From an optimization exercise on the open Yosys and OpenROAD flow, aimed at small area; shortcuts taken in it are not production practice. The RTL was checked by simulation tests, not by an equivalence proof against the original design. No activity file was given, so power comes from the tool's default toggle rates.

## main
Design freqres4, start of the top module:
module freqres4 (
    input  wire        clk,
    input  wire        rst,
    input  wire [2:0]  cmd_op,
    input  wire [1:0]  cmd_ch,
    input  wire [7:0]  cmd_arg0,
    input  wire [7:0]  cmd_arg1,
    input  wire [1:0]  cmd_flags,
    output reg         out_valid,
    output reg  [1:0]  out_ch,
    output wire [10:0] out_freq
);
clock: 15.0 ns
lec_check: 0
abc_area: 1
cap_margin: 20
core_margin: 2
core_utilization: 60
slew_margin: 20
standard.sh (not shown) runs the stock make flow with config.mk's settings and CLKGATE_MAP_FILE= SYNTH_SCRIPT=/design/flow/synth_recipe.tcl, a recipe that flattens the netlist after the stock synthesis.
==> flow/flow/run.sh <==
#!/bin/bash
# The standard layout (standard.sh), with the synthesis script replaced by
# flow/area_synth.tcl (the same synthesis, but ABC maps for area) and CTS
# without dummy loads.
set -euo pipefail
W=$PWD
export CTS_ARGS="-sink_clustering_enable -repair_clock_nets -dont_use_dummy_load -buf_list sky130_fd_sc_hd__clkbuf_8 -sink_clustering_size 18 -sink_clustering_max_diameter 80"
export BUFFER_PORTS_ARGS="-buffer_cell sky130_fd_sc_hd__buf_2"
sed "s#SYNTH_SCRIPT=[^ ]*#SYNTH_SCRIPT=$W/flow/area_synth.tcl#" standard.sh > area_standard.sh
grep -q "SYNTH_SCRIPT=$W/flow/area_synth.tcl" area_standard.sh
bash area_standard.sh > layout.log 2>&1
==> flow/flow/abc_area.script <==
strash; &get -n; &deepsyn -T 30; &put; dch -f; amap; topo; stime -c; buffer -c; upsize -c; dnsize -c
==> flow/flow/area_synth.tcl <==
# The standard synthesis (synth_recipe.tcl in the work folder), except that
# ABC maps the combinational logic with an area-oriented script and only full
# adders are extracted as adder cells. Flip-flops are
# mapped before ABC runs, so the registers are the standard synthesis's.
set area_flow_dir [file dirname [file normalize [info script]]]
set ::area_abc_script [file join $area_flow_dir abc_area.script]
proc abc {args} {
  set i [lsearch -exact $args -script]
  if { $i >= 0 } {
    lset args [expr { $i + 1 }] $::area_abc_script
  }
  yosys abc {*}$args
}
proc extract_fa {args} {
  yosys extract_fa -fa {*}$args
}
source [file join [file dirname $area_flow_dir] synth_recipe.tcl]
main has completed all stages; timing, DRC and antenna checks passed.
### main -> the feature branch
==> flow/flow/abc_area.script <==
strash; dc2; dch -f; amap; topo; stime -c; dnsize -c
Findings:
Between the feature branch and main, it is the feature branch whose via count of the first global-routing pass is higher, by 3.0%. The relative contribution of combinational cells to total power of the feature branch is lower than that of main. Run comparison: the feature branch library cell contributing the largest single delay on the critical path o22ai_1; main library cell contributing the largest single delay on the critical path o22ai_2. The run showing the smaller critical path depth is the feature branch. When the feature branch is measured against main, its setup slack after layout turns out 290 ps lower.

========
freqres4, a different RTL version from the one above (not shown whole).
For scale: about 1400 cells after synthesis, roughly 39 I/O pins, roughly 17000 um^2 of cells after synthesis.
export LEC_CHECK = 0
export ABC_AREA = 1
export CAP_MARGIN = 20
export CORE_MARGIN = 2
export CORE_UTILIZATION = 60
export CTS_BUF_LIST = sky130_fd_sc_hd__clkbuf_4
export SLEW_MARGIN = 20
create_clock -name core_clock -period 15.0 [get_ports {clk}]
==> flow/flow/run.sh <==
#!/bin/bash
# The standard layout (standard.sh), with the synthesis script replaced by
# flow/area_synth.tcl: the same synthesis, but ABC maps for area.
set -euo pipefail
W=$PWD
sed "s#SYNTH_SCRIPT=[^ ]*#SYNTH_SCRIPT=$W/flow/area_synth.tcl#" standard.sh > area_standard.sh
grep -q "SYNTH_SCRIPT=$W/flow/area_synth.tcl" area_standard.sh
bash area_standard.sh > layout.log 2>&1
==> flow/flow/abc_area.script <==
strash; dch -f; amap; topo; stime -c; buffer -c; upsize -c; dnsize -c
==> flow/flow/area_synth.tcl <==
# The standard synthesis (synth_recipe.tcl in the work folder), except that
# ABC maps the combinational logic with an area-oriented script. Flip-flops are
# mapped before ABC runs, so the registers are the standard synthesis's.
set area_flow_dir [file dirname [file normalize [info script]]]
set ::area_abc_script [file join $area_flow_dir abc_area.script]
proc abc {args} {
  set i [lsearch -exact $args -script]
  if { $i >= 0 } {
    lset args [expr { $i + 1 }] $::area_abc_script
  }
  yosys abc {*}$args
}
source [file join [file dirname $area_flow_dir] synth_recipe.tcl]
The first run ran to the end with no violations.
Then changed:
--- a/flow/flow/run.sh
+++ b/flow/flow/run.sh
@@ -3 +3,2 @@
-# flow/area_synth.tcl: the same synthesis, but ABC maps for area.
+# flow/area_synth.tcl (the same synthesis, but ABC maps for area) and CTS
+# without dummy loads.
@@ -5,0 +7,2 @@
+export CTS_ARGS="-sink_clustering_enable -repair_clock_nets -dont_use_dummy_load -buf_list sky130_fd_sc_hd__clkbuf_8 -sink_clustering_size 18 -sink_clustering_max_diameter 80"
+export BUFFER_PORTS_ARGS="-buffer_cell sky130_fd_sc_hd__buf_2"
==> flow/flow/abc_area.script (replaced) <==
strash; dc2; dch -f; amap; topo; stime -c; buffer -c; upsize -c; dnsize -c
CTS_BUF_LIST = not set   (was sky130_fd_sc_hd__clkbuf_4)
What happened: Synthesized area goes down by 0.56%; total power fell by about 12%; fmax rises by about 9%; count of clock-buffer cells in the layout came out lower by 93; first-iteration DRC count goes up by 14%; cell area decreases by 6.4%; utilization went down by 4.2 points.
Then changed:
--- a/flow/flow/run.sh
+++ b/flow/flow/run.sh
@@ -7 +7 @@
-export CTS_ARGS="-sink_clustering_enable -repair_clock_nets -dont_use_dummy_load -buf_list sky130_fd_sc_hd__clkbuf_8 -sink_clustering_size 18 -sink_clustering_max_diameter 80"
+export CTS_ARGS="-sink_clustering_enable -repair_clock_nets -dont_use_dummy_load -sink_clustering_size 22 -sink_clustering_max_diameter 100"
Result: Clock-buffer cell count is lower by 4. Total power is higher by 3.4%. Sequential power stays flat. Design area came out higher by 0.89%. Wire length hardly moves. Register-to-register slack is better by 60 ps.

========
== run 1 ==
freqres4, a different RTL version from the one above (not shown whole).
Size: roughly 310 flip-flops, roughly 39 I/O pins, about 16,000 sq um of cells after synthesis.
Settings: LEC_CHECK=0, ABC_AREA=1, CAP_MARGIN=20, CORE_MARGIN=2, CORE_UTILIZATION=60, SLEW_MARGIN=20; clock period 15.0 ns.
==> flow/flow/run.sh <==
#!/bin/bash
# The standard layout (standard.sh), with three changes:
#  - synthesis runs flow/area_synth.tcl: the standard synthesis script, but
#    ABC maps the logic for area (flow/abc_area.script) and only full adders
#    are extracted as adder cells. Flip-flops are mapped before both steps, so
#    the registers are the standard synthesis's.
#  - clock tree: no dummy loads, clkbuf_8 buffers, at most 18 sinks per
#    cluster.
#  - ports are buffered with buf_2 cells.
# Each ORFS step writes its log under orfs/logs/; make's output is layout.log.
set -euo pipefail
W=$PWD
export CTS_ARGS="-sink_clustering_enable -repair_clock_nets -dont_use_dummy_load -buf_list sky130_fd_sc_hd__clkbuf_8 -sink_clustering_size 18 -sink_clustering_max_diameter 80"
export BUFFER_PORTS_ARGS="-buffer_cell sky130_fd_sc_hd__buf_2"
sed "s#SYNTH_SCRIPT=[^ ]*#SYNTH_SCRIPT=$W/flow/area_synth.tcl#" standard.sh > area_standard.sh
grep -q "SYNTH_SCRIPT=$W/flow/area_synth.tcl" area_standard.sh
bash area_standard.sh > layout.log 2>&1
==> flow/flow/abc_area.script <==
strash; dc2; dch -f; amap; topo; stime -c; buffer -c; upsize -c; dnsize -c
==> flow/flow/area_synth.tcl <==
# The standard synthesis (synth_recipe.tcl in the work folder), except that
# ABC maps the combinational logic with an area-oriented script and only full
# adders are extracted as adder cells. Flip-flops are
# mapped before ABC runs, so the registers are the standard synthesis's.
set area_flow_dir [file dirname [file normalize [info script]]]
set ::area_abc_script [file join $area_flow_dir abc_area.script]
proc abc {args} {
  set i [lsearch -exact $args -script]
  if { $i >= 0 } {
    lset args [expr { $i + 1 }] $::area_abc_script
  }
  yosys abc {*}$args
}
proc extract_fa {args} {
  yosys extract_fa -fa {*}$args
}
source [file join [file dirname $area_flow_dir] synth_recipe.tcl]
Run 1: done, clean on timing, DRC and antenna
## Diff of input files: run 2 against run 1
==> flow/flow/run.sh <==
#!/bin/bash
# The standard layout (standard.sh), with the synthesis script replaced by
# flow/area_synth.tcl (the same synthesis, but ABC maps for area) and CTS
# without dummy loads.
set -euo pipefail
W=$PWD
export CTS_ARGS="-sink_clustering_enable -repair_clock_nets -dont_use_dummy_load -buf_list sky130_fd_sc_hd__clkbuf_8 -sink_clustering_size 18 -sink_clustering_max_diameter 80"
export BUFFER_PORTS_ARGS="-buffer_cell sky130_fd_sc_hd__buf_2"
sed "s#SYNTH_SCRIPT=[^ ]*#SYNTH_SCRIPT=$W/flow/area_synth.tcl#" standard.sh > area_standard.sh
grep -q "SYNTH_SCRIPT=$W/flow/area_synth.tcl" area_standard.sh
bash area_standard.sh > layout.log 2>&1
==> results.txt <==
As far as I/O pin count is concerned, run 1 and run 2 perform about the same. Re number of nets in the synthesized netlist: no difference whatsoever between run 1 and run 2. The sequential power share of run 2 and that of run 1 are within noise of each other. Run 1 -> run 2: number of sequential storage elements delta 0, exact match. As far as aggregate routed wire length goes, run 2 and run 1 are indistinguishable; the numbers are identical. Fraction of registers with async set/reset came out exactly the same in run 1 and run 2. Comparing run 2 against run 1, there is no change at all in cts-stage hold buffer count.

========
pepper:
freqres4 with an RTL version that a note above also has.
Size: about 1400 cells after synthesis, ~340 flip-flops, about 39 I/O pins, about 17000 sq um of cells after synthesis.
Settings: LEC_CHECK=0, ABC_AREA=1, CAP_MARGIN=20, CORE_MARGIN=2, CORE_UTILIZATION=70, CTS_BUF_LIST=sky130_fd_sc_hd__clkbuf_8, CTS_CLUSTER_SIZE=30, SLEW_MARGIN=20; clock period 15.0 ns.
==> flow/flow/run.sh <==
#!/bin/bash
# The standard layout (standard.sh), with the synthesis script replaced by
# flow/area_synth.tcl: the same synthesis, but ABC maps for area.
set -euo pipefail
W=$PWD
sed "s#SYNTH_SCRIPT=[^ ]*#SYNTH_SCRIPT=$W/flow/area_synth.tcl#" standard.sh > area_standard.sh
grep -q "SYNTH_SCRIPT=$W/flow/area_synth.tcl" area_standard.sh
bash area_standard.sh > layout.log 2>&1
==> flow/flow/abc_area.script <==
strash; dch -f; amap; topo; stime -c; buffer -c; upsize -c; dnsize -c
==> flow/flow/area_synth.tcl <==
# The standard synthesis (synth_recipe.tcl in the work folder), except that
# ABC maps the combinational logic with an area-oriented script. Flip-flops are
# mapped before ABC runs, so the registers are the standard synthesis's.
set area_flow_dir [file dirname [file normalize [info script]]]
set ::area_abc_script [file join $area_flow_dir abc_area.script]
proc abc {args} {
  set i [lsearch -exact $args -script]
  if { $i >= 0 } {
    lset args [expr { $i + 1 }] $::area_abc_script
  }
  yosys abc {*}$args
}
source [file join [file dirname $area_flow_dir] synth_recipe.tcl]
Input changes introduced in zinc (baseline for comparison: pepper):
# pepper
export LEC_CHECK = 0
export ABC_AREA = 1
export CAP_MARGIN = 20
export CORE_MARGIN = 2
export CORE_UTILIZATION = 70
export CTS_BUF_LIST = sky130_fd_sc_hd__clkbuf_8
export CTS_CLUSTER_SIZE = 30
export SLEW_MARGIN = 20
create_clock -name core_clock -period 15.0 [get_ports {clk}]
# zinc
export LEC_CHECK = 0
export ABC_AREA = 1
export CAP_MARGIN = 20
export CORE_MARGIN = 2
export CORE_UTILIZATION = 60
export SLEW_MARGIN = 20
create_clock -name core_clock -period 15.0 [get_ports {clk}]
diff --git a/flow/flow/run.sh b/flow/flow/run.sh
--- a/flow/flow/run.sh
+++ b/flow/flow/run.sh
@@ -3 +3,2 @@
-# flow/area_synth.tcl: the same synthesis, but ABC maps for area.
+# flow/area_synth.tcl (the same synthesis, but ABC maps for area) and CTS
+# without dummy loads.
@@ -5,0 +7 @@
+export CTS_ARGS="-sink_clustering_enable -repair_clock_nets -dont_use_dummy_load"
Findings:
Compared with pepper, zinc shows switching power lower by 58 uW. Between zinc and pepper, the portion of total power attributed to the clock network does not differ in any meaningful way. zinc closes out successfully: all stages finished, all timing, DRC and antenna checks passed. Changes observed in zinc relative to pepper: fraction of the core area covered by cells at the end of the flow shrank by 11 points, maximum achievable frequency shrank by 0.0017 GHz. Die area delta for zinc relative to pepper: about 16% higher.
Edits applied to the flow inputs when going from zinc to raven:
diff --git a/flow/flow/run.sh b/flow/flow/run.sh
--- a/flow/flow/run.sh
+++ b/flow/flow/run.sh
@@ -7 +7,2 @@
-export CTS_ARGS="-sink_clustering_enable -repair_clock_nets -dont_use_dummy_load"
+export CTS_ARGS="-sink_clustering_enable -repair_clock_nets -dont_use_dummy_load -buf_list sky130_fd_sc_hd__clkbuf_8 -sink_clustering_size 25"
+export BUFFER_PORTS_ARGS="-buffer_cell sky130_fd_sc_hd__buf_2"
--- outcome ---
raven finished every stage and its layout cleared the timing, design-rule and antenna checks.
Power share of the sequential group is lower on zinc
raven reports its main power-consuming group as registers while zinc reports combinational cells.
Compared with zinc, raven shows a cell depth of the worst setup path that is 2 higher.
Of the two values seen for worst-path cell with the longest stage delay, nor2_4 was produced by zinc and a222oi_1 by raven.
Delta (raven minus zinc): post-route core utilization fell by 1.4 points, routed wire length fell by about 0.4%, setup slack rose by 0.36 ns.
Post-synthesis cell count came out exactly the same in zinc and raven.
raven vs. zinc: fmax has increased; worst hold slack after final layout shrank by 0.013 ns; number of hold violations in the final report was more or less identical.

-- what the ideal ports hide --
Ports are ideal in the flow. The routed layouts listed here were re-timed in OpenROAD.
Step 1: set_driving_cell puts a clkbuf_16 on clk and a buf_2 on each other input, an assumption about the parent block.
Step 2 adds t to the input delays and takes it off the output delays; t is the mean of the earliest and latest rising clock arrival at the registers after step 1. Input paths then give back, and output paths get back, about the clock's delay inside the block.
Slacks: no drivers / after step 1 / after step 2; pairs: no drivers / after step 1.
| run | shift t [ns] | setup slack, ns | hold slack, ns | slew at the worst register clock pin (ns) | cell pins on the clock port's net |
|---|---|---|---|---|---|
| main | 0.594 | 1.698 / 1.723 / 1.129 | 0.746 / 0.746 / 0.746 | 0.11 / 0.11 | 1 |
| the feature branch | 0.577 | 1.407 / 1.436 / 0.860 | 0.724 / 0.724 / 0.724 | 0.11 / 0.11 | 1 |
| the first run of note 2 | 0.748 | 1.704 / 1.714 / 0.966 | 0.729 / 0.729 / 0.729 | 0.08 / 0.08 | 1 |
| the second run of note 2 | 0.585 | 2.834 / 2.857 / 2.273 | 0.711 / 0.711 / 0.711 | 0.11 / 0.11 | 1 |
| the third run of note 2 | 0.554 | 2.823 / 2.849 / 2.294 | 0.707 / 0.707 / 0.707 | 0.09 / 0.09 | 1 |
| run 1 | 0.561 | 1.540 / 1.562 / 1.000 | 0.736 / 0.736 / 0.736 | 0.11 / 0.11 | 1 |
| run 2 | 0.561 | 1.540 / 1.562 / 1.000 | 0.736 / 0.736 / 0.736 | 0.11 / 0.11 | 1 |
| pepper | 0.644 | 1.870 / 1.895 / 1.251 | 0.749 / 0.749 / 0.749 | 0.07 / 0.07 | 1 |
| zinc | 0.540 | 1.571 / 1.586 / 1.046 | 0.732 / 0.732 / 0.732 | 0.06 / 0.06 | 1 |
| raven | 0.601 | 1.935 / 1.960 / 1.360 | 0.719 / 0.719 / 0.719 | 0.06 / 0.06 | 1 |
After both steps every run listed still meets setup and hold. For the first run of note 2, which loses most, drivers alone change the setup slack by +0.010 ns; drivers and shift together by -0.738 ns.
